Background: an optimization exercise with open tools, aiming at small area, a short achievable clock period and few clock cycles. Do not read the settings as production practice. Only simulation tests tie the RTL to the original design; equivalence was not proved. No activity file was given, so power comes from the tool's default toggle rates.

`design/flow/config.mk`:
```
export PLATFORM = sky130hd
export DESIGN_NAME = csx_core
export DESIGN_NICKNAME = csx_core
export VERILOG_FILES = /design/flow/design.v
export SDC_FILE = /design/flow/constraint.sdc
export NUM_CORES = 4
export LEC_CHECK = 0
export CAP_MARGIN = 20
export CORE_MARGIN = 2
export CORE_UTILIZATION = 40
export PLACE_DENSITY = 0.6
export SLEW_MARGIN = 20
```
`design/flow/constraint.sdc`:
```
create_clock -name core_clock -period 200.0 [get_ports {clk}]
set_input_delay 40.0000 -clock core_clock [delete_from_list [all_inputs] [get_ports {clk}]]
set_output_delay 40.0000 -clock core_clock [all_outputs]
set_load 0.01 [all_outputs]
```
`design/flow/design.v`:
```
module csx_core (
    input  wire        clk,
    input  wire        rst,       
    input  wire        req,
    input  wire        we,
    input  wire [7:0]  sel,
    input  wire [15:0] wdata,
    output wire        ack,
    output wire [15:0] rdata
);
    reg [7:0]  sum;
    reg [10:0] status;            
    reg [7:0]  t00;    
    reg [7:0]  t01;    
    reg [7:0]  t02;    
    reg [7:0]  t03;    
    reg [7:0]  t04;    
    reg [7:0]  t05;    
    reg [7:0]  t06;    
    reg [7:0]  t07;    
    reg [7:0]  t08;    
    reg [7:0]  t09;    
    reg [7:0]  t10;    
    reg [7:0]  t11;    
    reg [7:0]  t12;    
    reg [7:0]  t13;    
    reg [7:0]  t14;    
    reg [7:0]  t15;    
    reg [7:0]  t16;    
    reg [7:0]  t17;    
    reg [7:0]  t18;    
    reg [7:0]  t19;    
    reg [7:0]  t20;    
    reg [7:0]  t21;    
    reg [7:0]  t22;    
    reg [7:0]  t23;    
    reg [7:0]  t24;    
    reg [7:0]  t25;    
    reg [7:0]  t26;    
    reg [7:0]  t27;    
    reg [7:0]  t28;    
    reg [7:0]  t29;    
    reg [7:0]  t30;    
    reg [7:0]  t31;    
    reg [7:0]  t32;    
    reg [7:0]  t33;    
    reg [5:0]  tlen;
    reg [7:0]  b00;    
    reg [7:0]  b01;    
    reg [7:0]  b02;    
    reg [7:0]  b03;    
    reg [7:0]  b04;    
    reg [7:0]  b05;    
    reg [7:0]  b06;    
    reg [7:0]  b07;    
    reg [7:0]  b08;    
    reg [7:0]  b09;    
    reg [7:0]  b10;    
    reg [7:0]  b11;    
    reg [7:0]  b12;    
    reg [7:0]  b13;    
    reg [7:0]  b14;    
    reg [7:0]  b15;    
    reg [7:0]  b16;    
    reg [7:0]  b17;    
    reg [7:0] f_gap;
    reg [7:0] f_outl;
    reg [7:0] f_red;
    reg [7:0] f_green;
    reg [7:0] f_blue;
    reg [7:0] f_alpha;
    reg [6:0] f_splitdist;
    reg        f_recoil;
    reg [7:0] f_fgap;
    reg [2:0] f_color;
    reg        f_drawoutl;
    reg [3:0] f_inner;
    reg [3:0] f_outer;
    reg [3:0] f_ratio;
    reg [7:0] f_thick;
    reg [2:0] f_style;
    reg        f_dot;
    reg        f_guwv;
    reg        f_usealpha;
    reg        f_t;
    reg [12:0] f_size;
    reg        ack_r;
    reg [12:0] rdata_r;
    reg        rtxt_r;           
    assign ack = ack_r;
    localparam [3:0] S_IDLE = 4'd0,
                     S_PACK = 4'd1,
                     S_CKG  = 4'd2,
                     S_B2T  = 4'd3,
                     S_CLRB = 4'd4,
                     S_MAC  = 4'd5,
                     S_CKV  = 4'd6,
                     S_UNPK = 4'd7,
                     S_MACH = 4'd8,
                     S_B2P  = 4'd9;
    localparam [2:0] E_FORMAT = 3'd1,
                     E_CODE   = 3'd2,
                     E_RANGE  = 3'd3,
                     E_ILLCMD = 3'd4;
    reg [3:0] state;
    reg       composite;         
    reg [5:0] cnt;               
    reg [5:0] fetch_r;           
    wire idle   = (state == S_IDLE);
    wire first  = idle && req && !ack_r;         
    wire hw     = first && we;                   
    wire is_cmd = hw && (sel == 8'h71);
    wire b2t_first = (cnt == 6'd1);
    wire b2t_last  = (cnt == 6'd36);
    wire [7:0] isel = (state == S_B2T || state == S_B2P) ? (8'h30 + {3'd0, cnt[5:1]})
                                                         : {2'b00, cnt};
    wire [7:0] rsel = idle ? sel : isel;
    reg  [12:0] rmux;
    always @* begin
        case (rsel)
        8'h00: rmux = {5'd0, t00};
        8'h01: rmux = {5'd0, t01};
        8'h02: rmux = {5'd0, t02};
        8'h03: rmux = {5'd0, t03};
        8'h04: rmux = {5'd0, t04};
        8'h05: rmux = {5'd0, t05};
        8'h06: rmux = {5'd0, t06};
        8'h07: rmux = {5'd0, t07};
        8'h08: rmux = {5'd0, t08};
        8'h09: rmux = {5'd0, t09};
        8'h0A: rmux = {5'd0, t10};
        8'h0B: rmux = {5'd0, t11};
        8'h0C: rmux = {5'd0, t12};
        8'h0D: rmux = {5'd0, t13};
        8'h0E: rmux = {5'd0, t14};
        8'h0F: rmux = {5'd0, t15};
        8'h10: rmux = {5'd0, t16};
        8'h11: rmux = {5'd0, t17};
        8'h12: rmux = {5'd0, t18};
        8'h13: rmux = {5'd0, t19};
        8'h14: rmux = {5'd0, t20};
        8'h15: rmux = {5'd0, t21};
        8'h16: rmux = {5'd0, t22};
        8'h17: rmux = {5'd0, t23};
        8'h18: rmux = {5'd0, t24};
        8'h19: rmux = {5'd0, t25};
        8'h1A: rmux = {5'd0, t26};
        8'h1B: rmux = {5'd0, t27};
        8'h1C: rmux = {5'd0, t28};
        8'h1D: rmux = {5'd0, t29};
        8'h1E: rmux = {5'd0, t30};
        8'h1F: rmux = {5'd0, t31};
        8'h20: rmux = {5'd0, t32};
        8'h21: rmux = {5'd0, t33};
        8'h22: rmux = {7'd0, tlen};
        8'h30: rmux = {5'd0, b00};
        8'h31: rmux = {5'd0, b01};
        8'h32: rmux = {5'd0, b02};
        8'h33: rmux = {5'd0, b03};
        8'h34: rmux = {5'd0, b04};
        8'h35: rmux = {5'd0, b05};
        8'h36: rmux = {5'd0, b06};
        8'h37: rmux = {5'd0, b07};
        8'h38: rmux = {5'd0, b08};
        8'h39: rmux = {5'd0, b09};
        8'h3A: rmux = {5'd0, b10};
        8'h3B: rmux = {5'd0, b11};
        8'h3C: rmux = {5'd0, b12};
        8'h3D: rmux = {5'd0, b13};
        8'h3E: rmux = {5'd0, b14};
        8'h3F: rmux = {5'd0, b15};
        8'h40: rmux = {5'd0, b16};
        8'h41: rmux = {5'd0, b17};
        8'h48: rmux = {5'd0, sum};
        8'h50: rmux = {5'd0, f_gap};
        8'h51: rmux = {5'd0, f_outl};
        8'h52: rmux = {5'd0, f_red};
        8'h53: rmux = {5'd0, f_green};
        8'h54: rmux = {5'd0, f_blue};
        8'h55: rmux = {5'd0, f_alpha};
        8'h56: rmux = {6'd0, f_splitdist};
        8'h57: rmux = {12'd0, f_recoil};
        8'h58: rmux = {5'd0, f_fgap};
        8'h59: rmux = {10'd0, f_color};
        8'h5A: rmux = {12'd0, f_drawoutl};
        8'h5B: rmux = {9'd0, f_inner};
        8'h5C: rmux = {9'd0, f_outer};
        8'h5D: rmux = {9'd0, f_ratio};
        8'h5E: rmux = {5'd0, f_thick};
        8'h5F: rmux = {10'd0, f_style};
        8'h60: rmux = {12'd0, f_dot};
        8'h61: rmux = {12'd0, f_guwv};
        8'h62: rmux = {12'd0, f_usealpha};
        8'h63: rmux = {12'd0, f_t};
        8'h64: rmux = f_size;
        8'h70: rmux = {2'd0, status};
        default: rmux = 13'd0;
        endcase
    end
    wire [7:0] txt_wd, rd_txt;
    csx_tcenc u_tcenc (.i(wdata[7:0]), .o(txt_wd));
    csx_tcdec u_tcdec (.i(rdata_r[7:0]), .o(rd_txt));
    assign rdata = rtxt_r ? {8'd0, rd_txt} : {3'b000, rdata_r};
    localparam [149:0] DIG_2P144 = {6'd2, 6'd8, 6'd51, 6'd45, 6'd23, 6'd54, 6'd12, 6'd17, 6'd6, 6'd7, 6'd4, 6'd4, 6'd19, 6'd28, 6'd27, 6'd6, 6'd25, 6'd47, 6'd14, 6'd26, 6'd59, 6'd4, 6'd27, 6'd38, 6'd16};
    wire [149:0] digits = {t33[5:0], t32[5:0], t31[5:0], t30[5:0], t29[5:0], t27[5:0], t26[5:0], t25[5:0], t24[5:0], t23[5:0], t21[5:0], t20[5:0], t19[5:0], t18[5:0], t17[5:0], t15[5:0], t14[5:0], t13[5:0], t12[5:0], t11[5:0], t09[5:0], t08[5:0], t07[5:0], t06[5:0], t05[5:0]};
    wire wf_text = (tlen == 6'd34) &&
        (t00 == 8'h02) && (t01 == 8'h12) && (t02 == 8'h06) && (t03 == 8'h0E) && (t04 == 8'h74) && (t10 == 8'h74) && (t16 == 8'h74) && (t22 == 8'h74) && (t28 == 8'h74) &&
        (t05[7:6] == 2'b00) && (t05[5:1] != 5'h1F) &&
        (t06[7:6] == 2'b00) && (t06[5:1] != 5'h1F) &&
        (t07[7:6] == 2'b00) && (t07[5:1] != 5'h1F) &&
        (t08[7:6] == 2'b00) && (t08[5:1] != 5'h1F) &&
        (t09[7:6] == 2'b00) && (t09[5:1] != 5'h1F) &&
        (t11[7:6] == 2'b00) && (t11[5:1] != 5'h1F) &&
        (t12[7:6] == 2'b00) && (t12[5:1] != 5'h1F) &&
        (t13[7:6] == 2'b00) && (t13[5:1] != 5'h1F) &&
        (t14[7:6] == 2'b00) && (t14[5:1] != 5'h1F) &&
        (t15[7:6] == 2'b00) && (t15[5:1] != 5'h1F) &&
        (t17[7:6] == 2'b00) && (t17[5:1] != 5'h1F) &&
        (t18[7:6] == 2'b00) && (t18[5:1] != 5'h1F) &&
        (t19[7:6] == 2'b00) && (t19[5:1] != 5'h1F) &&
        (t20[7:6] == 2'b00) && (t20[5:1] != 5'h1F) &&
        (t21[7:6] == 2'b00) && (t21[5:1] != 5'h1F) &&
        (t23[7:6] == 2'b00) && (t23[5:1] != 5'h1F) &&
        (t24[7:6] == 2'b00) && (t24[5:1] != 5'h1F) &&
        (t25[7:6] == 2'b00) && (t25[5:1] != 5'h1F) &&
        (t26[7:6] == 2'b00) && (t26[5:1] != 5'h1F) &&
        (t27[7:6] == 2'b00) && (t27[5:1] != 5'h1F) &&
        (t29[7:6] == 2'b00) && (t29[5:1] != 5'h1F) &&
        (t30[7:6] == 2'b00) && (t30[5:1] != 5'h1F) &&
        (t31[7:6] == 2'b00) && (t31[5:1] != 5'h1F) &&
        (t32[7:6] == 2'b00) && (t32[5:1] != 5'h1F) &&
        (t33[7:6] == 2'b00) && (t33[5:1] != 5'h1F) &&
        1'b1;
    wire t2b_ovf = (digits >= DIG_2P144);
    wire [143:0] bufv = {b00, b01, b02, b03, b04, b05, b06, b07, b08, b09, b10, b11, b12, b13, b14, b15, b16, b17};
    wire [149:0] dg_in = {t33[5:0], t32[5:0], t31[5:0], t30[5:0], t29[5:0], t27[5:0], t26[5:0], t25[5:0], t24[5:0], t23[5:0], t21[5:0], t20[5:0], t19[5:0], t18[5:0], t17[5:0], t15[5:0], t14[5:0], t13[5:0], t12[5:0], t11[5:0], t09[5:0], t08[5:0], t07[5:0], t06[5:0], t05[5:0]} & {150{!b2t_first}};
    wire [5:0]  d1 = fetch_r + 6'd1;
    reg  [5:0]  mac_s;
    reg         mac_c;
    wire [71:0] lo_a = {bufv[65:0], d1};
    wire [71:0] lo_b = {~bufv[70:0], 1'b1};
    wire [71:0] hi_a = {bufv[137:72], mac_s};
    wire [71:0] hi_b = ~{bufv[142:72], mac_s[5]};
    reg  [71:0] lo_s, hi_s;
    reg  [72:0] lo_c, hi_c;
    integer     m;
    always @* begin
        lo_c[0] = 1'b0;
        hi_c[0] = mac_c;
        for (m = 0; m < 72; m = m + 1) begin
            lo_s[m]   = lo_a[m] ^ lo_b[m] ^ lo_c[m];
            lo_c[m+1] = (lo_a[m] & lo_b[m]) | (lo_a[m] & lo_c[m]) | (lo_b[m] & lo_c[m]);
            hi_s[m]   = hi_a[m] ^ hi_b[m] ^ hi_c[m];
            hi_c[m+1] = (hi_a[m] & hi_b[m]) | (hi_a[m] & hi_c[m]) | (hi_b[m] & hi_c[m]);
        end
    end
    wire [143:0] mac = {hi_s, lo_s};
    wire       mac_last = (cnt == 6'd4);    
    wire [5:0] cnt_dn   = (cnt == 6'd29 || cnt == 6'd23 || cnt == 6'd17 || cnt == 6'd11)
                          ? cnt - 6'd2 : cnt - 6'd1;
    wire [3:0]   nib = fetch_r[3:0];
    reg  [149:0] dg;
    reg  [5:0]   dk;
    reg          cy, co;
    integer      k, st;
    always @* begin
        dg = dg_in;
        for (st = 3; st >= 0; st = st - 1) begin
            cy = nib[st];
            for (k = 0; k < 25; k = k + 1) begin
                dk = dg[6 * k +: 6];
                co = dk[5] | (&dk[4:0]);
                dg[6 * k +: 6] = {dk[4:0] + {4'd0, co}, cy};
                cy = co;
            end
        end
    end
    function [15:0] csa;     
        input [7:0] a, b, c;
        begin
            csa[15:8] = a ^ b ^ c;
            csa[7:0]  = {(a[6:0] & b[6:0]) | (a[6:0] & c[6:0]) | (b[6:0] & c[6:0]), 1'b0};
        end
    endfunction
    wire [15:0] k1 = csa(b01, b02, b03);
    wire [15:0] k2 = csa(b04, b05, b06);
    wire [15:0] k3 = csa(b07, b08, b09);
    wire [15:0] k4 = csa(b10, b11, b12);
    wire [15:0] k5 = csa(b13, b14, b15);
    wire [15:0] k6 = csa(k1[15:8], k1[7:0], k2[15:8]);
    wire [15:0] k7 = csa(k2[7:0],  k3[15:8], k3[7:0]);
    wire [15:0] k8 = csa(k4[15:8], k4[7:0], k5[15:8]);
    wire [15:0] k9 = csa(k6[15:8], k6[7:0], k7[15:8]);
    wire [15:0] ka = csa(k7[7:0],  k8[15:8], k8[7:0]);
    wire [15:0] kb = csa(k9[15:8], k9[7:0], ka[15:8]);
    wire [15:0] kc = csa(kb[15:8], kb[7:0], ka[7:0]);
    wire [15:0] kd = csa(kc[15:8], kc[7:0], k5[7:0]);
    wire [15:0] ke = csa(kd[15:8], kd[7:0], b16);
    wire [15:0] kf = csa(ke[15:8], ke[7:0], b17);
    wire [7:0]  ck15 = kd[15:8] + kd[7:0];
    wire [7:0]  ck17 = kf[15:8] + kf[7:0];
    function [6:0] range_check;    
        input [7:0] outl;
        input [3:0] inner, outer, ratio;
        input [7:0] thick;
        input [2:0] style;
        begin
            if (outl > 8'd6)         range_check = {1'b1, 1'b1, 5'd1};
            else if (inner > 4'd10)  range_check = {1'b1, 1'b1, 5'd11};
            else if (outer < 4'd3)   range_check = {1'b1, 1'b0, 5'd12};
            else if (outer > 4'd10)  range_check = {1'b1, 1'b1, 5'd12};
            else if (ratio > 4'd10)  range_check = {1'b1, 1'b1, 5'd13};
            else if (thick > 8'd63)  range_check = {1'b1, 1'b1, 5'd14};
            else if (style > 3'd5)   range_check = {1'b1, 1'b1, 5'd15};
            else                     range_check = 7'd0;
        end
    endfunction
    wire [6:0] unpk_chk = range_check(b03, b10[7:4], b11[3:0], b11[7:4], b12, b13[3:1]);
    wire [6:0] pack_chk = range_check(f_outl, f_inner, f_outer, f_ratio, f_thick, f_style);
    wire [7:0] cw      = wdata[7:0];
    wire       done    = ack_r && req;       
    wire       ckv_ok  = (b00 == ck15);
    wire       unpk_wr = !unpk_chk[6] &&
                         ((state == S_UNPK) || (state == S_CKV && composite && ckv_ok));
    wire       pack_wr = (state == S_PACK);
    wire       ckg_wr  = (state == S_CKG);
    wire       clr_wr  = (state == S_CLRB);
    wire       mac_lo  = (state == S_MAC);
    wire       mac_hi  = (state == S_MAC) || (state == S_MACH);
    wire       b2t_wr  = (state == S_B2T);
    always @(posedge clk) begin
        rdata_r <= rmux;
        rtxt_r  <= (rsel <= 8'h21);
        if (state == S_CKG)
            fetch_r <= {2'b00, ck17[7:4]};
        else if (state == S_B2T || state == S_B2P)
            fetch_r <= {2'b00, cnt[0] ? rmux[3:0] : rmux[7:4]};
        else
            fetch_r <= rmux[5:0];
        if (rst) begin
            state  <= S_IDLE;
            status <= 11'd0;
            ack_r  <= 1'b0;
        end else begin
            if (done) ack_r <= 1'b0;
            case (state)
            S_IDLE: begin
                if (first && !is_cmd) ack_r <= 1'b1;
                if (is_cmd) begin
                    composite <= (cw == 8'h04) || (cw == 8'h08);
                    ack_r     <= 1'b1;          
                    cnt       <= 6'd0;
                    if (status[2:0] != 3'd0) begin
                        if (cw == 8'h09) status <= 11'd0;
                    end else begin
                        case (cw)
                        8'h01, 8'h04: begin
                            if (!wf_text)
                                status <= {8'd0, E_FORMAT};
                            else if (t2b_ovf)
                                status <= {6'd0, 2'd1, E_CODE};
                            else begin
                                state <= S_CLRB;
                                ack_r <= 1'b0;
                                cnt   <= 6'd33;
                            end
                        end
                        8'h02: state <= S_CKV;
                        8'h03: state <= S_UNPK;
                        8'h05, 8'h08: begin
                            if (pack_chk[6])
                                status <= {pack_chk[5], pack_chk[4:0], 2'd0, E_RANGE};
                            else begin
                                state <= S_PACK;
                                ack_r <= (cw == 8'h05);
                            end
                        end
                        8'h06: state <= S_CKG;
                        8'h07: begin
                            state <= S_B2P;
                            ack_r <= 1'b0;
                        end
                        8'h09:   status <= 11'd0;
                        default: status <= {8'd0, E_ILLCMD};
                        endcase
                    end
                end
            end
            S_PACK: state <= composite ? S_CKG : S_IDLE;
            S_CKG: begin
                state <= composite ? S_B2T : S_IDLE;
                cnt   <= 6'd1;
            end
            S_B2P: begin
                state <= S_B2T;
                cnt   <= 6'd1;
            end
            S_B2T: begin
                cnt <= cnt + 6'd1;
                if (cnt == 6'd35) ack_r <= 1'b1;
                if (b2t_last) state <= S_IDLE;
            end
            S_CLRB: begin
                mac_s <= 6'd0;
                mac_c <= 1'b1;
                cnt   <= cnt_dn;
                state <= S_MAC;
            end
            S_MAC: begin
                mac_s <= bufv[71:66];
                mac_c <= lo_c[72];
                cnt   <= cnt_dn;
                if (mac_last) begin
                    state <= S_MACH;
                    if (!composite) ack_r <= 1'b1;
                end
            end
            S_MACH: begin
                if (composite) begin
                    state <= S_CKV;
                    ack_r <= 1'b1;
                end else
                    state <= S_IDLE;
            end
            S_CKV: begin
                if (!ckv_ok)
                    status <= {6'd0, 2'd2, E_CODE};
                else if (composite && unpk_chk[6])
                    status <= {unpk_chk[5], unpk_chk[4:0], 2'd0, E_RANGE};
                state <= S_IDLE;
            end
            S_UNPK: begin
                if (unpk_chk[6])
                    status <= {unpk_chk[5], unpk_chk[4:0], 2'd0, E_RANGE};
                state <= S_IDLE;
            end
            default: state <= S_IDLE;
            endcase
        end
    end
    always @(posedge clk) begin
        if (state == S_CKG)      sum <= ck17;
        else if (state == S_CKV) sum <= ck15;
        if (hw && sel == 8'h22)       tlen <= wdata[5:0];
        else if (b2t_wr && b2t_first) tlen <= 6'd34;
    end
    always @(posedge clk)
        if (hw && sel == 8'h00) t00 <= txt_wd;
        else if (b2t_wr && b2t_first) t00 <= 8'h02;    
    always @(posedge clk)
        if (hw && sel == 8'h01) t01 <= txt_wd;
        else if (b2t_wr && b2t_first) t01 <= 8'h12;    
    always @(posedge clk)
        if (hw && sel == 8'h02) t02 <= txt_wd;
        else if (b2t_wr && b2t_first) t02 <= 8'h06;    
    always @(posedge clk)
        if (hw && sel == 8'h03) t03 <= txt_wd;
        else if (b2t_wr && b2t_first) t03 <= 8'h0E;    
    always @(posedge clk)
        if (hw && sel == 8'h04) t04 <= txt_wd;
        else if (b2t_wr && b2t_first) t04 <= 8'h74;    
    always @(posedge clk)
        if (hw && sel == 8'h05) t05 <= txt_wd;
        else if (b2t_wr) t05 <= {2'b00, dg[5:0]};
    always @(posedge clk)
        if (hw && sel == 8'h06) t06 <= txt_wd;
        else if (b2t_wr) t06 <= {2'b00, dg[11:6]};
    always @(posedge clk)
        if (hw && sel == 8'h07) t07 <= txt_wd;
        else if (b2t_wr) t07 <= {2'b00, dg[17:12]};
    always @(posedge clk)
        if (hw && sel == 8'h08) t08 <= txt_wd;
        else if (b2t_wr) t08 <= {2'b00, dg[23:18]};
    always @(posedge clk)
        if (hw && sel == 8'h09) t09 <= txt_wd;
        else if (b2t_wr) t09 <= {2'b00, dg[29:24]};
    always @(posedge clk)
        if (hw && sel == 8'h0A) t10 <= txt_wd;
        else if (b2t_wr && b2t_first) t10 <= 8'h74;    
    always @(posedge clk)
        if (hw && sel == 8'h0B) t11 <= txt_wd;
        else if (b2t_wr) t11 <= {2'b00, dg[35:30]};
    always @(posedge clk)
        if (hw && sel == 8'h0C) t12 <= txt_wd;
        else if (b2t_wr) t12 <= {2'b00, dg[41:36]};
    always @(posedge clk)
        if (hw && sel == 8'h0D) t13 <= txt_wd;
        else if (b2t_wr) t13 <= {2'b00, dg[47:42]};
    always @(posedge clk)
        if (hw && sel == 8'h0E) t14 <= txt_wd;
        else if (b2t_wr) t14 <= {2'b00, dg[53:48]};
    always @(posedge clk)
        if (hw && sel == 8'h0F) t15 <= txt_wd;
        else if (b2t_wr) t15 <= {2'b00, dg[59:54]};
    always @(posedge clk)
        if (hw && sel == 8'h10) t16 <= txt_wd;
        else if (b2t_wr && b2t_first) t16 <= 8'h74;    
    always @(posedge clk)
        if (hw && sel == 8'h11) t17 <= txt_wd;
        else if (b2t_wr) t17 <= {2'b00, dg[65:60]};
    always @(posedge clk)
        if (hw && sel == 8'h12) t18 <= txt_wd;
        else if (b2t_wr) t18 <= {2'b00, dg[71:66]};
    always @(posedge clk)
        if (hw && sel == 8'h13) t19 <= txt_wd;
        else if (b2t_wr) t19 <= {2'b00, dg[77:72]};
    always @(posedge clk)
        if (hw && sel == 8'h14) t20 <= txt_wd;
        else if (b2t_wr) t20 <= {2'b00, dg[83:78]};
    always @(posedge clk)
        if (hw && sel == 8'h15) t21 <= txt_wd;
        else if (b2t_wr) t21 <= {2'b00, dg[89:84]};
    always @(posedge clk)
        if (hw && sel == 8'h16) t22 <= txt_wd;
        else if (b2t_wr && b2t_first) t22 <= 8'h74;    
    always @(posedge clk)
        if (hw && sel == 8'h17) t23 <= txt_wd;
        else if (b2t_wr) t23 <= {2'b00, dg[95:90]};
    always @(posedge clk)
        if (hw && sel == 8'h18) t24 <= txt_wd;
        else if (b2t_wr) t24 <= {2'b00, dg[101:96]};
    always @(posedge clk)
        if (hw && sel == 8'h19) t25 <= txt_wd;
        else if (b2t_wr) t25 <= {2'b00, dg[107:102]};
    always @(posedge clk)
        if (hw && sel == 8'h1A) t26 <= txt_wd;
        else if (b2t_wr) t26 <= {2'b00, dg[113:108]};
    always @(posedge clk)
        if (hw && sel == 8'h1B) t27 <= txt_wd;
        else if (b2t_wr) t27 <= {2'b00, dg[119:114]};
    always @(posedge clk)
        if (hw && sel == 8'h1C) t28 <= txt_wd;
        else if (b2t_wr && b2t_first) t28 <= 8'h74;    
    always @(posedge clk)
        if (hw && sel == 8'h1D) t29 <= txt_wd;
        else if (b2t_wr) t29 <= {2'b00, dg[125:120]};
    always @(posedge clk)
        if (hw && sel == 8'h1E) t30 <= txt_wd;
        else if (b2t_wr) t30 <= {2'b00, dg[131:126]};
    always @(posedge clk)
        if (hw && sel == 8'h1F) t31 <= txt_wd;
        else if (b2t_wr) t31 <= {2'b00, dg[137:132]};
    always @(posedge clk)
        if (hw && sel == 8'h20) t32 <= txt_wd;
        else if (b2t_wr) t32 <= {2'b00, dg[143:138]};
    always @(posedge clk)
        if (hw && sel == 8'h21) t33 <= txt_wd;
        else if (b2t_wr) t33 <= {2'b00, dg[149:144]};
    always @(posedge clk)
        if (mac_hi) b00 <= mac[143:136];
        else if (pack_wr) b00 <= 8'h00;
        else if (ckg_wr) b00 <= ck17;
        else if (clr_wr) b00 <= 8'h00;
        else if (hw && sel == 8'h30) b00 <= wdata[7:0];
    always @(posedge clk)
        if (mac_hi) b01 <= mac[135:128];
        else if (pack_wr) b01 <= 8'h01;
        else if (clr_wr) b01 <= 8'h00;
        else if (hw && sel == 8'h31) b01 <= wdata[7:0];
    always @(posedge clk)
        if (mac_hi) b02 <= mac[127:120];
        else if (pack_wr) b02 <= f_gap;
        else if (clr_wr) b02 <= 8'h00;
        else if (hw && sel == 8'h32) b02 <= wdata[7:0];
    always @(posedge clk)
        if (mac_hi) b03 <= mac[119:112];
        else if (pack_wr) b03 <= f_outl;
        else if (clr_wr) b03 <= 8'h00;
        else if (hw && sel == 8'h33) b03 <= wdata[7:0];
    always @(posedge clk)
        if (mac_hi) b04 <= mac[111:104];
        else if (pack_wr) b04 <= f_red;
        else if (clr_wr) b04 <= 8'h00;
        else if (hw && sel == 8'h34) b04 <= wdata[7:0];
    always @(posedge clk)
        if (mac_hi) b05 <= mac[103:96];
        else if (pack_wr) b05 <= f_green;
        else if (clr_wr) b05 <= 8'h00;
        else if (hw && sel == 8'h35) b05 <= wdata[7:0];
    always @(posedge clk)
        if (mac_hi) b06 <= mac[95:88];
        else if (pack_wr) b06 <= f_blue;
        else if (clr_wr) b06 <= 8'h00;
        else if (hw && sel == 8'h36) b06 <= wdata[7:0];
    always @(posedge clk)
        if (mac_hi) b07 <= mac[87:80];
        else if (pack_wr) b07 <= f_alpha;
        else if (clr_wr) b07 <= 8'h00;
        else if (hw && sel == 8'h37) b07 <= wdata[7:0];
    always @(posedge clk)
        if (mac_hi) b08 <= mac[79:72];
        else if (pack_wr) b08 <= {f_recoil, f_splitdist};
        else if (clr_wr) b08 <= 8'h00;
        else if (hw && sel == 8'h38) b08 <= wdata[7:0];
    always @(posedge clk)
        if (mac_lo) b09 <= mac[71:64];
        else if (pack_wr) b09 <= f_fgap;
        else if (clr_wr) b09 <= 8'h00;
        else if (hw && sel == 8'h39) b09 <= wdata[7:0];
    always @(posedge clk)
        if (mac_lo) b10 <= mac[63:56];
        else if (pack_wr) b10 <= {f_inner, f_drawoutl, f_color};
        else if (clr_wr) b10 <= 8'h00;
        else if (hw && sel == 8'h3A) b10 <= wdata[7:0];
    always @(posedge clk)
        if (mac_lo) b11 <= mac[55:48];
        else if (pack_wr) b11 <= {f_ratio, f_outer};
        else if (clr_wr) b11 <= 8'h00;
        else if (hw && sel == 8'h3B) b11 <= wdata[7:0];
    always @(posedge clk)
        if (mac_lo) b12 <= mac[47:40];
        else if (pack_wr) b12 <= f_thick;
        else if (clr_wr) b12 <= 8'h00;
        else if (hw && sel == 8'h3C) b12 <= wdata[7:0];
    always @(posedge clk)
        if (mac_lo) b13 <= mac[39:32];
        else if (pack_wr) b13 <= {f_t, f_usealpha, f_guwv, f_dot, f_style, 1'b0};
        else if (clr_wr) b13 <= 8'h00;
        else if (hw && sel == 8'h3D) b13 <= wdata[7:0];
    always @(posedge clk)
        if (mac_lo) b14 <= mac[31:24];
        else if (pack_wr) b14 <= f_size[7:0];
        else if (clr_wr) b14 <= 8'h00;
        else if (hw && sel == 8'h3E) b14 <= wdata[7:0];
    always @(posedge clk)
        if (mac_lo) b15 <= mac[23:16];
        else if (pack_wr) b15 <= {3'b000, f_size[12:8]};
        else if (clr_wr) b15 <= 8'h00;
        else if (hw && sel == 8'h3F) b15 <= wdata[7:0];
    always @(posedge clk)
        if (mac_lo) b16 <= mac[15:8];
        else if (pack_wr) b16 <= 8'h00;
        else if (clr_wr) b16 <= 8'h00;
        else if (hw && sel == 8'h40) b16 <= wdata[7:0];
    always @(posedge clk)
        if (mac_lo) b17 <= mac[7:0];
        else if (pack_wr) b17 <= 8'h00;
        else if (clr_wr) b17 <= 8'h00;
        else if (hw && sel == 8'h41) b17 <= wdata[7:0];
    always @(posedge clk)
        if (hw && sel == 8'h50) f_gap <= wdata[7:0];
        else if (unpk_wr) f_gap <= b02;
    always @(posedge clk)
        if (hw && sel == 8'h51) f_outl <= wdata[7:0];
        else if (unpk_wr) f_outl <= b03;
    always @(posedge clk)
        if (hw && sel == 8'h52) f_red <= wdata[7:0];
        else if (unpk_wr) f_red <= b04;
    always @(posedge clk)
        if (hw && sel == 8'h53) f_green <= wdata[7:0];
        else if (unpk_wr) f_green <= b05;
    always @(posedge clk)
        if (hw && sel == 8'h54) f_blue <= wdata[7:0];
        else if (unpk_wr) f_blue <= b06;
    always @(posedge clk)
        if (hw && sel == 8'h55) f_alpha <= wdata[7:0];
        else if (unpk_wr) f_alpha <= b07;
    always @(posedge clk)
        if (hw && sel == 8'h56) f_splitdist <= wdata[6:0];
        else if (unpk_wr) f_splitdist <= b08[6:0];
    always @(posedge clk)
        if (hw && sel == 8'h57) f_recoil <= wdata[0];
        else if (unpk_wr) f_recoil <= b08[7];
    always @(posedge clk)
        if (hw && sel == 8'h58) f_fgap <= wdata[7:0];
        else if (unpk_wr) f_fgap <= b09;
    always @(posedge clk)
        if (hw && sel == 8'h59) f_color <= wdata[2:0];
        else if (unpk_wr) f_color <= b10[2:0];
    always @(posedge clk)
        if (hw && sel == 8'h5A) f_drawoutl <= wdata[0];
        else if (unpk_wr) f_drawoutl <= b10[3];
    always @(posedge clk)
        if (hw && sel == 8'h5B) f_inner <= wdata[3:0];
        else if (unpk_wr) f_inner <= b10[7:4];
    always @(posedge clk)
        if (hw && sel == 8'h5C) f_outer <= wdata[3:0];
        else if (unpk_wr) f_outer <= b11[3:0];
    always @(posedge clk)
        if (hw && sel == 8'h5D) f_ratio <= wdata[3:0];
        else if (unpk_wr) f_ratio <= b11[7:4];
    always @(posedge clk)
        if (hw && sel == 8'h5E) f_thick <= wdata[7:0];
        else if (unpk_wr) f_thick <= b12;
    always @(posedge clk)
        if (hw && sel == 8'h5F) f_style <= wdata[2:0];
        else if (unpk_wr) f_style <= b13[3:1];
    always @(posedge clk)
        if (hw && sel == 8'h60) f_dot <= wdata[0];
        else if (unpk_wr) f_dot <= b13[4];
    always @(posedge clk)
        if (hw && sel == 8'h61) f_guwv <= wdata[0];
        else if (unpk_wr) f_guwv <= b13[5];
    always @(posedge clk)
        if (hw && sel == 8'h62) f_usealpha <= wdata[0];
        else if (unpk_wr) f_usealpha <= b13[6];
    always @(posedge clk)
        if (hw && sel == 8'h63) f_t <= wdata[0];
        else if (unpk_wr) f_t <= b13[7];
    always @(posedge clk)
        if (hw && sel == 8'h64) f_size <= wdata[12:0];
        else if (unpk_wr) f_size <= {b15[4:0], b14};
endmodule
module csx_tcenc (i, o);
  input wire [7:0] i;
  output wire [7:0] o;
  wire _000_;
  wire _001_;
  wire _002_;
  wire _003_;
  wire _004_;
  wire _005_;
  wire _006_;
  wire _007_;
  wire _008_;
  wire _009_;
  wire _010_;
  wire _011_;
  wire _012_;
  wire _013_;
  wire _014_;
  wire _015_;
  wire _016_;
  wire _017_;
  wire _018_;
  wire _019_;
  wire _020_;
  wire _021_;
  wire _022_;
  wire _023_;
  wire _024_;
  wire _025_;
  wire _026_;
  wire _027_;
  wire _028_;
  wire _029_;
  wire _030_;
  wire _031_;
  wire _032_;
  wire _033_;
  wire _034_;
  wire _035_;
  wire _036_;
  wire _037_;
  wire _038_;
  wire _039_;
  wire _040_;
  wire _041_;
  wire _042_;
  wire _043_;
  wire _044_;
  wire _045_;
  wire _046_;
  wire _047_;
  wire _048_;
  wire _049_;
  wire _050_;
  wire _051_;
  wire _052_;
  wire _053_;
  wire _054_;
  wire _055_;
  wire _056_;
  wire _057_;
  wire _058_;
  wire _059_;
  wire _060_;
  assign _000_ = ~i[1];
  assign _001_ = ~(i[0] | i[2] | i[3] | i[4]);
  assign _002_ = ~i[6];
  assign _003_ = ~(i[0] | i[2]);
  assign _004_ = ~i[2];
  assign _005_ = ~i[3];
  assign _006_ = ~((_000_ & _004_) | _005_);
  assign _007_ = ~(i[4] & _006_);
  assign _008_ = ~(_003_ | _007_);
  assign _009_ = ~((_000_ & _001_) | _002_ | i[7] | _008_);
  assign _010_ = ~((_000_ | _004_) & _006_);
  assign _011_ = ~((i[4] & i[5] & _010_) | i[7]);
  assign _012_ = ~(i[6] | _011_);
  assign o[6] = ~(_009_ | _012_);
  assign _013_ = ~(~i[7] & _002_);
  assign _014_ = ~i[5];
  assign _015_ = ~(i[1] | i[0]);
  assign _016_ = ~i[4];
  assign _017_ = ~(_005_ | _016_);
  assign _018_ = ~(i[2] & _017_);
  assign _019_ = ~i[0];
  assign _020_ = ~(_000_ | _019_ | _017_);
  assign _021_ = ~(_019_ | i[6] | _020_);
  assign _022_ = ~(_015_ | _020_);
  assign _023_ = ~(_002_ | _022_);
  assign _024_ = ~((i[0] & _002_) | i[1] | _018_);
  assign _025_ = ~((_018_ & _021_) | _023_ | _024_);
  assign _026_ = ~(i[5] | _001_);
  assign _027_ = ~(_019_ & _002_);
  assign _028_ = ~(i[4] | _014_ | _015_);
  assign _029_ = ~((_016_ & i[5]) | i[1]);
  assign _030_ = ~(_028_ | _029_);
  assign _031_ = ~((_017_ | _027_) & _014_);
  assign _032_ = ~((_027_ | _030_) & _031_);
  assign _033_ = ~(_025_ & _032_);
  assign _034_ = ~((_025_ | _026_) & _033_);
  assign _035_ = ~(_000_ | _019_);
  assign _036_ = ~_034_;
  assign _037_ = ~((_019_ | _002_) & _018_);
  assign _038_ = ~((_014_ & _027_ & _037_) | i[7]);
  assign _039_ = ~((_015_ | _034_) & (_035_ | _036_) & _038_);
  assign _040_ = ~(_014_ & _039_);
  assign _041_ = ~((_004_ | _039_) & _009_ & _040_);
  assign _042_ = ~(i[3] | i[4] | _041_);
  assign o[5] = ~((_007_ | _013_) & (_014_ | _042_));
  assign _043_ = ~(_007_ | _013_);
  assign _044_ = ~(i[5] | _035_);
  assign _045_ = ~(_004_ | _044_);
  assign _046_ = ~(_028_ | _045_);
  assign _047_ = ~(_013_ | _046_);
  assign _048_ = ~(i[4] | _047_);
  assign _049_ = ~(_005_ | _048_);
  assign _050_ = ~((i[4] & _041_) | _042_ | _049_);
  assign o[4] = ~((_014_ & _043_) | _050_);
  assign _051_ = ~((_013_ | _046_) & _041_);
  assign _052_ = ~(_016_ | _014_ | _013_);
  assign _053_ = ~_052_;
  assign _054_ = ~((_003_ | _053_) & (_043_ | _051_) & i[3]);
  assign o[3] = ((i[3] | _051_) & _054_);
  assign _055_ = ~(_005_ | _000_);
  assign _056_ = ~((_004_ | _053_ | _055_) & (i[2] | _052_));
  assign _057_ = ~(_039_ | _056_);
  assign o[2] = ~((_039_ & _056_) | _057_);
  assign _058_ = ~(_038_ & _036_);
  assign o[1] = ~((_000_ | _038_) & _058_);
  assign _059_ = ~((_019_ | _002_) & _027_);
  assign _060_ = ~(o[6] & _059_);
  assign o[0] = ~((o[6] | _059_) & _060_);
  assign o[7] = i[7];
endmodule
module csx_tcdec (i, o);
  input wire [7:0] i;
  output wire [7:0] o;
  wire _000_;
  wire _001_;
  wire _002_;
  wire _003_;
  wire _004_;
  wire _005_;
  wire _006_;
  wire _007_;
  wire _008_;
  wire _009_;
  wire _010_;
  wire _011_;
  wire _012_;
  wire _013_;
  wire _014_;
  wire _015_;
  wire _016_;
  wire _017_;
  wire _018_;
  wire _019_;
  wire _020_;
  wire _021_;
  wire _022_;
  wire _023_;
  wire _024_;
  wire _025_;
  wire _026_;
  wire _027_;
  wire _028_;
  wire _029_;
  wire _030_;
  wire _031_;
  wire _032_;
  wire _033_;
  wire _034_;
  wire _035_;
  wire _036_;
  wire _037_;
  wire _038_;
  wire _039_;
  wire _040_;
  wire _041_;
  wire _042_;
  wire _043_;
  wire _044_;
  wire _045_;
  wire _046_;
  wire _047_;
  wire _048_;
  wire _049_;
  wire _050_;
  wire _051_;
  wire _052_;
  wire _053_;
  wire _054_;
  wire _055_;
  assign _000_ = ~i[3];
  assign _001_ = ~i[4];
  assign _002_ = ~(i[2] | i[1] | i[0]);
  assign _003_ = ~(~i[7] & i[6]);
  assign _004_ = ~i[0];
  assign _005_ = ~i[1];
  assign _006_ = ~(_004_ | _005_);
  assign _007_ = ~(i[2] | _006_);
  assign _008_ = ~(_000_ | _001_ | _007_);
  assign _009_ = ~((_000_ & _001_ & _002_) | _003_ | _008_);
  assign _010_ = ~(i[4] & i[5]);
  assign _011_ = ~i[2];
  assign _012_ = ~(i[6] | i[7]);
  assign _013_ = ~((_011_ | _010_) & _012_);
  assign _014_ = ~_013_;
  assign _015_ = ~((_000_ | _010_) & _014_);
  assign _016_ = ~_015_;
  assign _017_ = ~(i[6] | _016_);
  assign o[6] = ~(_009_ | _017_);
  assign _018_ = ~i[5];
  assign _019_ = ~(_000_ | _001_);
  assign _020_ = ~((i[2] | i[1] | i[5]) & _019_ & _014_);
  assign _021_ = ~(_011_ | _005_);
  assign _022_ = ~(i[0] & _021_);
  assign _023_ = ~((i[5] | _002_) & _022_ & _009_);
  assign _024_ = ~(i[3] | i[4] | _023_);
  assign o[5] = ~((_018_ & _020_) | _024_);
  assign _025_ = ~_020_;
  assign _026_ = ~((_018_ & _022_) | _013_ | _002_);
  assign _027_ = ~((i[3] & _026_) | _024_);
  assign _028_ = ~((i[3] | _023_) & i[4]);
  assign o[4] = ~((_018_ & _025_) | (_027_ & _028_));
  assign _029_ = ~(_026_ | ~_023_);
  assign _030_ = ~(i[3] | _029_);
  assign _031_ = ~((i[3] & _029_) | _030_);
  assign o[3] = ~((_003_ | _010_) & (_025_ | _031_));
  assign _032_ = ~(_018_ | _019_);
  assign _033_ = ~_032_;
  assign _034_ = ~((_004_ | _032_) & (i[0] | _033_) & _009_);
  assign _035_ = ~_034_;
  assign _036_ = ~(_013_ & _021_);
  assign _037_ = ~(_023_ & _036_);
  assign _038_ = ~(i[0] | i[1]);
  assign _039_ = ~(i[5] & _038_);
  assign _040_ = ~((_007_ | _021_) & _032_);
  assign _041_ = ~(_037_ & _039_ & _040_);
  assign _042_ = ~(_038_ | _006_);
  assign _043_ = ~(_004_ | o[5]);
  assign _044_ = ~((_004_ & o[5]) | _043_);
  assign _045_ = ~(_042_ | _044_);
  assign _046_ = ~(_011_ & o[6]);
  assign _047_ = ~(i[2] & _045_);
  assign _048_ = ~((_045_ | _046_) & _014_ & _047_);
  assign o[2] = ~((_011_ | _012_ | _035_) & _041_ & _048_);
  assign _049_ = ~(_015_ | _044_);
  assign _050_ = ~(_005_ & _049_);
  assign _051_ = ~((_005_ | _049_) & _050_);
  assign _052_ = ~(_011_ | _010_);
  assign _053_ = ~((_052_ | _034_) & _051_);
  assign o[1] = ~((_034_ | _051_) & _053_);
  assign _054_ = ~(_009_ | _016_);
  assign _055_ = ~(i[0] & _054_);
  assign o[0] = ~((i[0] | _054_) & _055_);
  assign o[7] = i[7];
endmodule
```
`design/flow/run.sh`:
```
#!/bin/bash
# synth_recipe.tcl (not shown) runs the flow's synth.tcl, then flattens the netlist and writes it again
# the make line also repeats each setting of config.mk as NAME=value (left out here)
make -C /OpenROAD-flow-scripts/flow DESIGN_CONFIG=/design/flow/config.mk WORK_HOME=/design/flow/orfs CLKGATE_MAP_FILE= SYNTH_SCRIPT=/design/flow/synth_recipe.tcl finish
```
==> impl_metrics.py, run 1 <==
metrics = {
    "global_route": {
        "grt_start_max_net_pins": 73,
        "overflow": 0,
        "grtUsageTotal_pct": 45.53,
        "grt_pass1_vias": 42816,
        "antenna_found_initial": 40,
        "grt_pass1_wl_um": 375000,
    },
    "cts": {
        "path_clk_slew_ps": 60,
        "clockBufferDepth": 3,
        "cts.sinks": 587,
        "worstSkewPairLatency_ps": 680,
        "h-tree-depth": 3,
        "post_cts_buffers": 0,
        "cts_resized": 0,
        "cts_tree": "built",
        "hold_buffers": 0,
        "cts_buffers": 74,
        "root_buffer": "clkbuf_16",
    },
    "drt": {
        "drc": 0,
        "antenna_left": 0,
        "via_per_inst": 6.822,
        "drtPass1Iterations": 6,
        "wl_per_cell_um": 42.10,
        "num_vias": 45498,
        "drtIter0Drc": 6583,
        "routed_wl_um": 280700,
    },
    "yosys": {
        "syn_area_um2": 47650,
        "synth.area.top_cells": "edfxtp_1 (35%), fa_1 (9.8%), ha_1 (6.2%)",
        "synth_area_per_cell_um2": 9.444,
        "synth_cell_types": 96,
        "async_flop_share_pct": 0,
        "synthCells": 5046,
        "synth_most_common_cell": "nand2_1",
        "seq_area_frac_synth_pct": 36.26,
        "synth_area_leader_cell": "edfxtp_1",
        "synth_top_area_share_pct": 34.79,
        "yosysWarningCount": 1,
        "synth_edf_count": 552,
        "synthTopCellsByCount": "nand2_1 (707), edfxtp_1 (552), nor2_1 (358)",
        "synth_top_flop_cell": "edfxtp_1",
        "synth_seq_cells": 587,
    },
    "timing": {
        "rsz0062_at_grt": "no",
        "finalClockSkew_ps": 23.40,
        "fin_crit_sh_pct": 22.93,
        "maxSlewHeadroom_pct": 11.22,
        "setup_viol": 0,
        "holdWs_ps": 465.0,
        "fin_crit_ps": 45850,
        "hold_viol_final": 0,
        "tns_ps": 0,
        "fmax_mhz": 21.81,
        "worstMarginPinSlew_ps": 1323,
        "maxSlewViolCount": 0,
    },
    "power_and_ir_drop": {
        "peakVddDrop_mv": 0.005480,
        "power_leakage_nw": 19.36,
        "power.density_nw_per_um2": 5.613,
    },
    "placement": {
        "detailed_place_hpwl_um": 221500,
        "place_inst": 6515,
        "place_congestion": 1.089,
        "port_buffers": 38,
    },
    "floorplanning": {
        "die_x_um": 349.2,
        "boundaryPins": 45,
        "core_area_um2": 118100,
        "die_area_um2": 121900,
        "start_util_pct": 40.36,
        "rows": 126,
        "die-height_um": 349.2,
    },
    "setup_path": {
        "cp.required_ps": 200460,
        "arrival_ps": 46310,
        "cp-start-kind": "input port",
        "path_class": "input port to flip-flop",
        "crit_path_max_fanout": 17,
        "cp-end-kind": "flip-flop",
    },
    "layout": {
        "layout.cells.non_filler": 6669,
        "reg.largest.list": "f_size (13), rdata_r (13), status (10)",
        "final_util_pct": 44.77,
        "syn_to_final_growth_pct": 10.95,
        "layout-drive-gt1-share_pct": 8.493,
        "layout.nets": 5552,
    },
    "run_status": {
        "status": "no timing/DRC/antenna violations",
    },
    "flow_run": {
        "max_cap_viol_count": 0,
    },
    "hold_path": {
        "hp-class": "flip-flop to flip-flop",
    },
}
[critical path, stage by stage]
cell and delay, ps:
clkdlybuf4s50_1 1140, nor2b_1 280, o22ai_1 940, nor2_2 320, buf_4 400, nand2_1 230, o22ai_1 140, nor4_1 950
nand4_1 570, nor4_2 990, a221oi_1 310
[cells by family (layout without fill, tap and decap cells)]
family          count (synthesis)  in the layout  share of synthesized area (%)
buf+inv                       515            577                          4.164
mux                            66             66                          1.539
fa+ha+maj                     470            470                          16.02
simple gates                 1950           1950                          19.68
flops                         587            587                          36.26
other cells                     1             26                       0.007870
compound gates               1085           1085                          15.35
xor+xnor                      372            372                          6.982
[final cells by class]
class / instances / area (um2)
well taps: 1536 / 1922
multi-input cells: 3946 / 28810
clock buffers: 93 / 2016
flip-flops and latches: 587 / 17280
repair buffers: 189 / 1504
fillers: 11529 / 65210
diodes: 23 / 57.56
inverters: 257 / 964.7
clock inverters: 38 / 320.3
[worst paths after layout]
check | startpoint | endpoint | slack [ps] | cells after the start
max | sel[2] | fetch_r[2]$_DFF_P_ | 154150 | 11
min reg2reg | status[8]$_SDFFE_PP0P_ | status[8]$_SDFFE_PP0P_ | 470 | 2
max reg2reg | b08[0]$_DFFE_PP_ | b00[7]$_DFFE_PP_ | 170230 | 73
min | status[8]$_SDFFE_PP0P_ | status[8]$_SDFFE_PP0P_ | 470 | 2
[layout by cell type, fill, tap and decap left out, types with 23 or more instances in the layout]
master	count
nand2_1	706
edfxtp_1	552
nor2_1	351
o21ai_0	311
nand3_1	301
inv_1	254
ha_1	235
fa_1	234
xnor2_1	198
xor2_1	167
a21oi_1	151
buf_4	151
o211ai_1	106
and3_1	90
nand4_1	87
a22oi_1	76
clkbuf_16	76
and2_1	70
nor3_1	63
mux2_2	58
nor4_1	52
and4_1	45
a32oi_1	42
o22ai_1	36
clkdlybuf4s50_1	36
dfxtp_1	35
a31o_2	31
a22o_1	31
o32ai_1	31
a31oi_1	24
diode_2	23
a21o_1	23
[power breakdown]
| group | switching [W] | internal (W) |
|---|---|---|
| sequential | 0.000000913 | 0.000133 |
| combinational | 0.0000206 | 0.00000690 |
| clock | 0.0000584 | 0.0000766 |
[metrics by stage]
step / power, W / instance area, um2 / worst slack (ps)
final: 0.0002968 / 52870 / 154150
after global routing: 0.0003012 / 52820 / 154530
after CTS: 0.0002958 / 52790 / 154490
after detailed placement: 0.0001631 / 50450 / 153790
after global placement: 0.0001631 / 50450 / 153770
after floorplan: 0.0001487 / 47660 / 156470
[metal layers]
metal	wire length, um	GRT usage (%)	share of wire [%]	vias up
li1	-	-	-	18627
met1	104900	56.56	37	22780
met2	118800	67.18	42	3193
met3	29470	11.36	10	880
met4	27460	36.52	9.8	18
met5	110	0.08003	0.039	-
Testbench counts, summed over its fixed seeds: cycles 18,816.
==> run 2, diff against run 1 <==
--- a/design/flow/design.v
+++ b/design/flow/design.v
@@ -329,4 +329,5 @@
     wire       mac_hi  = (state == S_MAC) || (state == S_MACH);
     wire       b2t_wr  = (state == S_B2T);
+    wire [7:0] bbus    = clr_wr ? 8'h00 : ckg_wr ? ck17 : wdata[7:0];
     always @(posedge clk) begin
         rdata_r <= rmux;
@@ -550,92 +551,73 @@
         if (mac_hi) b00 <= mac[143:136];
         else if (pack_wr) b00 <= 8'h00;
-        else if (ckg_wr) b00 <= ck17;
-        else if (clr_wr) b00 <= 8'h00;
-        else if (hw && sel == 8'h30) b00 <= wdata[7:0];
+        else if (clr_wr || ckg_wr || (hw && sel == 8'h30)) b00 <= bbus;
     always @(posedge clk)
         if (mac_hi) b01 <= mac[135:128];
         else if (pack_wr) b01 <= 8'h01;
-        else if (clr_wr) b01 <= 8'h00;
-        else if (hw && sel == 8'h31) b01 <= wdata[7:0];
+        else if (clr_wr || (hw && sel == 8'h31)) b01 <= bbus;
     always @(posedge clk)
         if (mac_hi) b02 <= mac[127:120];
         else if (pack_wr) b02 <= f_gap;
-        else if (clr_wr) b02 <= 8'h00;
-        else if (hw && sel == 8'h32) b02 <= wdata[7:0];
+        else if (clr_wr || (hw && sel == 8'h32)) b02 <= bbus;
     always @(posedge clk)
         if (mac_hi) b03 <= mac[119:112];
         else if (pack_wr) b03 <= f_outl;
-        else if (clr_wr) b03 <= 8'h00;
-        else if (hw && sel == 8'h33) b03 <= wdata[7:0];
+        else if (clr_wr || (hw && sel == 8'h33)) b03 <= bbus;
     always @(posedge clk)
         if (mac_hi) b04 <= mac[111:104];
         else if (pack_wr) b04 <= f_red;
-        else if (clr_wr) b04 <= 8'h00;
-        else if (hw && sel == 8'h34) b04 <= wdata[7:0];
+        else if (clr_wr || (hw && sel == 8'h34)) b04 <= bbus;
     always @(posedge clk)
         if (mac_hi) b05 <= mac[103:96];
         else if (pack_wr) b05 <= f_green;
-        else if (clr_wr) b05 <= 8'h00;
-        else if (hw && sel == 8'h35) b05 <= wdata[7:0];
+        else if (clr_wr || (hw && sel == 8'h35)) b05 <= bbus;
     always @(posedge clk)
         if (mac_hi) b06 <= mac[95:88];
         else if (pack_wr) b06 <= f_blue;
-        else if (clr_wr) b06 <= 8'h00;
-        else if (hw && sel == 8'h36) b06 <= wdata[7:0];
+        else if (clr_wr || (hw && sel == 8'h36)) b06 <= bbus;
     always @(posedge clk)
         if (mac_hi) b07 <= mac[87:80];
         else if (pack_wr) b07 <= f_alpha;
-        else if (clr_wr) b07 <= 8'h00;
-        else if (hw && sel == 8'h37) b07 <= wdata[7:0];
+        else if (clr_wr || (hw && sel == 8'h37)) b07 <= bbus;
     always @(posedge clk)
         if (mac_hi) b08 <= mac[79:72];
         else if (pack_wr) b08 <= {f_recoil, f_splitdist};
-        else if (clr_wr) b08 <= 8'h00;
-        else if (hw && sel == 8'h38) b08 <= wdata[7:0];
+        else if (clr_wr || (hw && sel == 8'h38)) b08 <= bbus;
     always @(posedge clk)
         if (mac_lo) b09 <= mac[71:64];
         else if (pack_wr) b09 <= f_fgap;
-        else if (clr_wr) b09 <= 8'h00;
-        else if (hw && sel == 8'h39) b09 <= wdata[7:0];
+        else if (clr_wr || (hw && sel == 8'h39)) b09 <= bbus;
     always @(posedge clk)
         if (mac_lo) b10 <= mac[63:56];
         else if (pack_wr) b10 <= {f_inner, f_drawoutl, f_color};
-        else if (clr_wr) b10 <= 8'h00;
-        else if (hw && sel == 8'h3A) b10 <= wdata[7:0];
+        else if (clr_wr || (hw && sel == 8'h3A)) b10 <= bbus;
     always @(posedge clk)
         if (mac_lo) b11 <= mac[55:48];
         else if (pack_wr) b11 <= {f_ratio, f_outer};
-        else if (clr_wr) b11 <= 8'h00;
-        else if (hw && sel == 8'h3B) b11 <= wdata[7:0];
+        else if (clr_wr || (hw && sel == 8'h3B)) b11 <= bbus;
     always @(posedge clk)
         if (mac_lo) b12 <= mac[47:40];
         else if (pack_wr) b12 <= f_thick;
-        else if (clr_wr) b12 <= 8'h00;
-        else if (hw && sel == 8'h3C) b12 <= wdata[7:0];
+        else if (clr_wr || (hw && sel == 8'h3C)) b12 <= bbus;
     always @(posedge clk)
         if (mac_lo) b13 <= mac[39:32];
         else if (pack_wr) b13 <= {f_t, f_usealpha, f_guwv, f_dot, f_style, 1'b0};
-        else if (clr_wr) b13 <= 8'h00;
-        else if (hw && sel == 8'h3D) b13 <= wdata[7:0];
+        else if (clr_wr || (hw && sel == 8'h3D)) b13 <= bbus;
     always @(posedge clk)
         if (mac_lo) b14 <= mac[31:24];
         else if (pack_wr) b14 <= f_size[7:0];
-        else if (clr_wr) b14 <= 8'h00;
-        else if (hw && sel == 8'h3E) b14 <= wdata[7:0];
+        else if (clr_wr || (hw && sel == 8'h3E)) b14 <= bbus;
     always @(posedge clk)
         if (mac_lo) b15 <= mac[23:16];
         else if (pack_wr) b15 <= {3'b000, f_size[12:8]};
-        else if (clr_wr) b15 <= 8'h00;
-        else if (hw && sel == 8'h3F) b15 <= wdata[7:0];
+        else if (clr_wr || (hw && sel == 8'h3F)) b15 <= bbus;
     always @(posedge clk)
         if (mac_lo) b16 <= mac[15:8];
         else if (pack_wr) b16 <= 8'h00;
-        else if (clr_wr) b16 <= 8'h00;
-        else if (hw && sel == 8'h40) b16 <= wdata[7:0];
+        else if (clr_wr || (hw && sel == 8'h40)) b16 <= bbus;
     always @(posedge clk)
         if (mac_lo) b17 <= mac[7:0];
         else if (pack_wr) b17 <= 8'h00;
-        else if (clr_wr) b17 <= 8'h00;
-        else if (hw && sel == 8'h41) b17 <= wdata[7:0];
+        else if (clr_wr || (hw && sel == 8'h41)) b17 <= bbus;
     always @(posedge clk)
         if (hw && sel == 8'h50) f_gap <= wdata[7:0];
--- a/design/flow/config.mk
+++ b/design/flow/config.mk
@@ -6,7 +6,7 @@
 export NUM_CORES = 4
 export LEC_CHECK = 0
-export CAP_MARGIN = 20
+export CAP_MARGIN = 60
 export CORE_MARGIN = 2
 export CORE_UTILIZATION = 40
 export PLACE_DENSITY = 0.6
-export SLEW_MARGIN = 20
+export SLEW_MARGIN = 60
==> impl_metrics.py, run 2 <==
metrics = {
    "yosys": {
        "synth_top_area_share_pct": 34.53,
        "yosysWarningCount": 1,
        "synth_most_common_cell": "nand2_1",
        "async_flop_share_pct": 0,
        "syn_area_um2": 48010,
        "synth_area_leader_cell": "edfxtp_1",
        "synth_seq_cells": 587,
        "synth_top_flop_cell": "edfxtp_1",
        "synth_edf_count": 552,
        "synthTopCellsByCount": "nand2_1 (592), edfxtp_1 (552), nor2_1 (439)",
        "synth_cell_types": 100,
        "synth.area.top_cells": "edfxtp_1 (35%), fa_1 (9.8%), ha_1 (6.1%)",
        "synthCells": 5084,
        "synth_area_per_cell_um2": 9.443,
        "seq_area_frac_synth_pct": 35.99,
    },
    "timing": {
        "finalClockSkew_ps": 40.92,
        "maxSlewViolCount": 0,
        "fin_crit_ps": 44090,
        "fin_crit_sh_pct": 22.04,
        "fmax_mhz": 22.68,
        "setup_viol": 0,
        "tns_ps": 0,
        "worstMarginPinSlew_ps": 701.8,
        "maxSlewHeadroom_pct": 53.22,
        "rsz0062_at_grt": "no",
        "hold_viol_final": 0,
    },
    "flow_run": {
        "max_cap_viol_count": 0,
    },
    "setup_path": {
        "critPathTopFamily": "buffers and inverters",
        "arrival_ps": 44580,
        "cp.required_ps": 200500,
        "cp-start-kind": "input port",
        "r2r-start": "mac_s[5]$_SDFFCE_PN0P_",
        "cp.buffers_inverters": 5,
        "crit_chain": "clkdlybuf4s50_1 -> buf_4 -> inv_2 -> buf_4 -> ha_1 -> mux2_2 -> a32oi_1 -> or4_1 -> o2111a_1 -> o21ai_1 -> mux2i_1 -> nor3_1 -> mux2i_1 -> nand2_1 -> buf_6 -> o21ai_0",
        "path_class": "input port to flip-flop",
        "cp_slowest_cell": "or4_1",
        "crit_path_max_fanout": 30,
        "startpoint": "wdata[0]",
        "cpPeakStageDelay_ps": 580,
        "cp-end-kind": "flip-flop",
    },
    "floorplanning": {
        "die_x_um": 350.4,
        "boundaryPins": 45,
        "core_area_um2": 119500,
        "die-height_um": 350.4,
        "die_area_um2": 122800,
        "start_util_pct": 40.18,
        "rows": 127,
    },
    "drt": {
        "drc": 0,
        "routed_wl_um": 275600,
        "drtPass1Iterations": 8,
        "wl_per_cell_um": 40.39,
        "antenna_left": 0,
        "via_per_inst": 6.824,
        "drtIter0Drc": 7420,
        "num_vias": 46563,
    },
    "placement": {
        "place_congestion": 1.128,
        "port_buffers": 38,
        "place_inst": 6652,
        "dpl_cell_area_um2": 51810,
        "detailed_place_hpwl_um": 215100,
    },
    "layout": {
        "final_util_pct": 45.56,
        "layout.cells.non_filler": 6823,
        "final_area_um2": 54440,
        "regArea_um2": 17280,
        "layout.nets": 5628,
        "final_common_cell": "nand2_1",
        "fill_cells": 11441,
        "final_cell_mix": "nand2_1 (567), edfxtp_1 (552), nor2_1 (410)",
        "syn_to_final_growth_pct": 13.40,
        "reg.largest.list": "f_size (13), rdata_r (13), status (10)",
        "layout-drive-gt1-share_pct": 11.71,
        "multi_input_area_um2": 29840,
    },
    "global_route": {
        "grtUsageTotal_pct": 44.21,
        "grt_start_max_net_pins": 75,
        "grt_pass1_wl_um": 369200,
        "antenna_found_initial": 38,
        "overflow": 0,
        "grt_pass1_vias": 43426,
    },
    "power_and_ir_drop": {
        "power.density_nw_per_um2": 5.449,
        "power_leakage_nw": 20.42,
        "peakVddDrop_mv": 0.006500,
    },
    "cts": {
        "clockBufferDepth": 3,
        "post_cts_buffers": 0,
        "cts.sinks": 587,
        "cts_tree": "built",
        "cts_resized": 0,
        "h-tree-depth": 3,
        "root_buffer": "clkbuf_16",
        "worstSkewPairLatency_ps": 700,
        "hold_buffers": 0,
        "path_clk_slew_ps": 60,
        "cts_buffers": 75,
    },
    "hold_path": {
        "hp-start": "status[10]$_SDFFE_PP0P_",
        "hp-class": "flip-flop to flip-flop",
    },
    "run_status": {
        "status": "no timing/DRC/antenna violations",
    },
}
run 2: worst register-to-register path, delay by kind of cell, from the launching register on:
family	cells	cell delay, ps
flops	1	360
fa+ha+maj	71	28250
compound gates	1	80
xor+xnor	2	310
buf+inv	2	210
run 2: final timing paths:
| path | slack (ps) | depth (start not counted) | to |
|---|---|---|---|
| worst max-delay path | 155910 | 16 | t25[4]$_DFFE_PP_ |
| worst min-delay path | 480 | 1 | rdata_r[10]$_DFF_P_ |
| worst max register to register | 170530 | 76 | b00[7]$_DFFE_PP_ |
| worst min register to register | 480 | 1 | rdata_r[10]$_DFF_P_ |
run 2: where the power goes:
group          internal [W]  switching [W]
clock network     0.0000753      0.0000597
logic            0.00000710      0.0000202
registers          0.000133    0.000000992
total              0.000216      0.0000809
run 2: per-stage QoR:
step            power, W  setup slack (ps)  hold slack [ps]
6_report       0.0002966            155910            484.9
5_1_grt        0.0003000            155800            520.2
4_1_cts        0.0002942            156070            493.9
3_5_place_dp   0.0001625            155380            477.0
3_3_place_gp   0.0001616            154840            478.1
2_1_floorplan  0.0001486            156560            432.0
run 2: cell type report:
class                           count  share of cell area [%]
Clock buffer                      101                   3.721
Tap cell                         1612                   3.705
Sequential cell                   587                   31.74
Clock inverter                     35                  0.5493
Multi-Input combinational cell   3972                   54.82
Timing Repair Buffer              235                   3.581
Inverter                          260                   1.793
Antenna cell                       21                 0.09653
run 2: routing by layer:
metal	part of all wire, %	global-route usage, %
met1	37	54.54
met2	40	62.45
met3	13	15.74
met4	9.6	34.77
met5	0.058	0
run 2: cell families after synthesis:
family                     count (synthesis)  share of synthesized area, %
AOI/OAI and AO/OA                       1110                         15.74
xor gates and xnor gates                 366                         6.781
and+or+nand+nor                         1949                         19.63
muxes                                     72                         1.616
buffers and inverters                    527                         4.298
adders and majority gates                472                         15.94
DFF                                      587                         35.99
other                                      1                      0.007811
Testbench counts of run 2, summed over its fixed seeds: cycles 18,816.
==> run 3, diff against run 2 <==
--- a/design/flow/config.mk
+++ b/design/flow/config.mk
@@ -6,7 +6,7 @@
 export NUM_CORES = 4
 export LEC_CHECK = 0
-export CAP_MARGIN = 60
+export CAP_MARGIN = 20
 export CORE_MARGIN = 2
 export CORE_UTILIZATION = 40
 export PLACE_DENSITY = 0.6
-export SLEW_MARGIN = 60
+export SLEW_MARGIN = 20
==> impl_metrics.py, run 3 <==
metrics = {
    "power_and_ir_drop": {
        "combinationalPowerShare_pct": 8.6,
        "power_leakage_nw": 20.00,
        "power.clock.fraction_pct": 47.6,
        "p_total_w": 0.0003063,
        "internal_power_w": 0.0002257,
        "swShare_pct": 26.31,
        "p_sw_w": 0.00008060,
        "seqPwrFrac_pct": 43.8,
        "power.density_nw_per_um2": 5.748,
        "peakVddDrop_mv": 0.008008,
    },
    "yosys": {
        "synthTopCellsByCount": "nand2_1 (592), edfxtp_1 (552), nor2_1 (439)",
        "async_flop_share_pct": 0,
        "synth_area_leader_cell": "edfxtp_1",
        "yosysWarningCount": 1,
        "synth_top_area_share_pct": 34.53,
        "synth_edf_count": 552,
        "synth_top_flop_cell": "edfxtp_1",
        "synth_cell_types": 100,
        "seq_area_frac_synth_pct": 35.99,
        "synthSimpleGateAreaFrac_pct": 19.63,
        "yosys.area_share.xor_xnor_pct": 6.781,
        "synth_top_family_by_area": "simple AND/OR/NAND/NOR gates",
        "synth.area.top_cells": "edfxtp_1 (35%), fa_1 (9.8%), ha_1 (6.1%)",
        "syn_area_um2": 48010,
        "synth_compound_gate_area_share_pct": 15.74,
        "synth_area_per_cell_um2": 9.443,
        "synth_most_common_cell": "nand2_1",
        "muxShareOfSynthArea_pct": 1.616,
        "synthCells": 5084,
        "synth-adder-area-share_pct": 15.94,
        "synth_seq_cells": 587,
    },
    "floorplanning": {
        "start_util_pct": 40.18,
        "die-height_um": 350.4,
        "boundaryPins": 45,
        "die_area_um2": 122800,
        "rows": 127,
        "core_area_um2": 119500,
        "die_x_um": 350.4,
    },
    "global_route": {
        "grtUsageTotal_pct": 44.09,
        "overflow": 0,
        "grt_start_max_net_pins": 75,
        "grt_pass1_vias": 43206,
        "antenna_found_initial": 44,
        "grt_pass1_wl_um": 368300,
    },
    "setup_path": {
        "crit_chain": "clkdlybuf4s50_1 -> inv_1 -> nor2_1 -> a21oi_4 -> buf_4 -> nor2_2 -> buf_4 -> a32oi_1 -> nand3_1 -> a2111oi_0 -> nand4_1 -> nor3_1 -> o31ai_1",
        "cp.buffers_inverters": 4,
        "arrival_ps": 45450,
        "cp-end-kind": "flip-flop",
        "cp.required_ps": 200550,
        "path_class": "input port to flip-flop",
        "crit_path_max_fanout": 26,
        "cp_slowest_cell": "a2111oi_0",
        "critPathTopFamily": "compound AO/OA/AOI/OAI gates",
        "cpPeakStageDelay_ps": 1000,
        "crit_top_cell": "buf_4",
        "cp-start-kind": "input port",
    },
    "layout": {
        "final_cell_mix": "nand2_1 (592), edfxtp_1 (552), nor2_1 (432)",
        "syn_to_final_growth_pct": 11.01,
        "final_util_pct": 44.60,
        "layout-drive-gt1-share_pct": 7.860,
        "reg.largest.list": "f_size (13), rdata_r (13), status (10)",
        "layout.cells.non_filler": 6769,
        "layout.nets": 5566,
        "final_common_cell": "nand2_1",
    },
    "cts": {
        "cts_resized": 0,
        "worstSkewPairLatency_ps": 700,
        "h-tree-depth": 3,
        "hold_buffers": 0,
        "root_buffer": "clkbuf_16",
        "post_cts_buffers": 0,
        "cts.sinks": 587,
        "clockBufferDepth": 3,
        "cts_buffers": 76,
        "cts_tree": "built",
        "path_clk_slew_ps": 60,
    },
    "timing": {
        "maxSlewHeadroom_pct": 8.895,
        "hold_viol_final": 0,
        "setup_viol": 0,
        "setup_slack_ps": 155100,
        "fmax_mhz": 22.27,
        "maxSlewViolCount": 0,
        "worstMarginPinSlew_ps": 1354,
        "finalClockSkew_ps": 22.65,
        "fin_crit_ps": 44900,
        "fin_crit_sh_pct": 22.45,
        "tns_ps": 0,
        "rsz0062_at_grt": "no",
    },
    "flow_run": {
        "max_cap_viol_count": 0,
    },
    "drt": {
        "drtPass1Iterations": 9,
        "num_vias": 46588,
        "antenna_left": 0,
        "drtIter0Drc": 7526,
        "wl_per_cell_um": 40.61,
        "drc": 0,
        "via_per_inst": 6.883,
        "routed_wl_um": 274900,
    },
    "run_status": {
        "status": "no timing/DRC/antenna violations",
    },
    "placement": {
        "detailedPlace.worstSlack_ps": 154870,
        "place_congestion": 1.128,
        "place_inst": 6601,
        "port_buffers": 38,
        "detailed_place_hpwl_um": 213500,
    },
    "hold_path": {
        "hp-class": "flip-flop to flip-flop",
    },
}
[run 3: cell count changes in the layout (fill, tap and decap cells not counted), sizes merged, moves of 4 or more]
| cell | delta |
|---|---|
| clkinvlp | +8 |
| clkdlybuf4s50 | +4 |
| clkinv | -11 |
| bufinv | +6 |
| buf | -62 |
| diode | +9 |
[run 3: kinds of logic after synthesis]
| family | count (synthesis) |
|---|---|
| AOI/OAI and AO/OA | 1110 |
| and+or+nand+nor | 1949 |
| DFF | 587 |
| buffers and inverters | 527 |
| adders and majority gates | 472 |
| muxes | 72 |
| xor gates and xnor gates | 366 |
| other | 1 |
[run 3: power groups by stage]
stage / Combinational [W] / Sequential [W] / Clock [W]
final: 0.0000263 / 0.000134 / 0.000146
after global routing: 0.0000262 / 0.000134 / 0.000149
after CTS: 0.0000249 / 0.000134 / 0.000145
after detailed placement: 0.0000248 / 0.000137 / 0
after global placement: 0.0000247 / 0.000137 / 0
after floorplan: 0.0000124 / 0.000136 / 0
[run 3: per-stage QoR]
step	instance area, um2	hold slack [ps]
finish	53300	475.6
floorplan	48020	432.0
detailed placement	50610	479.3
CTS	53170	487.0
global placement	50600	478.1
global route	53220	513.7
[run 3: cell type report]
type                    instances  area (um2)
clock buffers                 100        2097
multi-input cells            3972       29010
flip-flops and latches        587       17280
well taps                    1612        2017
clock inverters                36       464.2
inverters                     260       975.9
repair buffers                172        1379
diodes                         30       75.07
fillers                     11554       66200
[run 3: worst paths after layout]
path,start,endpoint,slack (ps),cells after the start
max,sel[0],fetch_r[2]$_DFF_P_,155100,13
min,status[10]$_SDFFE_PP0P_,rdata_r[10]$_DFF_P_,480,1
max reg2reg,mac_s[5]$_SDFFCE_PN0P_,b00[7]$_DFFE_PP_,170440,76
min reg2reg,status[10]$_SDFFE_PP0P_,rdata_r[10]$_DFF_P_,480,1
[run 3: per-layer routing]
layer	track usage [%]	vias up	wire, um
li1	-	18811	-
met1	53.63	23215	101000
met2	63.03	3495	112600
met3	16.42	1029	35120
met4	33.80	38	25830
met5	0.2747	-	306

Re-timed with assumed drivers on the ports (clkbuf_16 on the clock, buf_2 on other inputs), run 3 has 155.154 ns of setup slack against 155.103 ns with ideal ports, and 154.393 ns once port delays also move by the mid clock arrival of 0.762 ns.
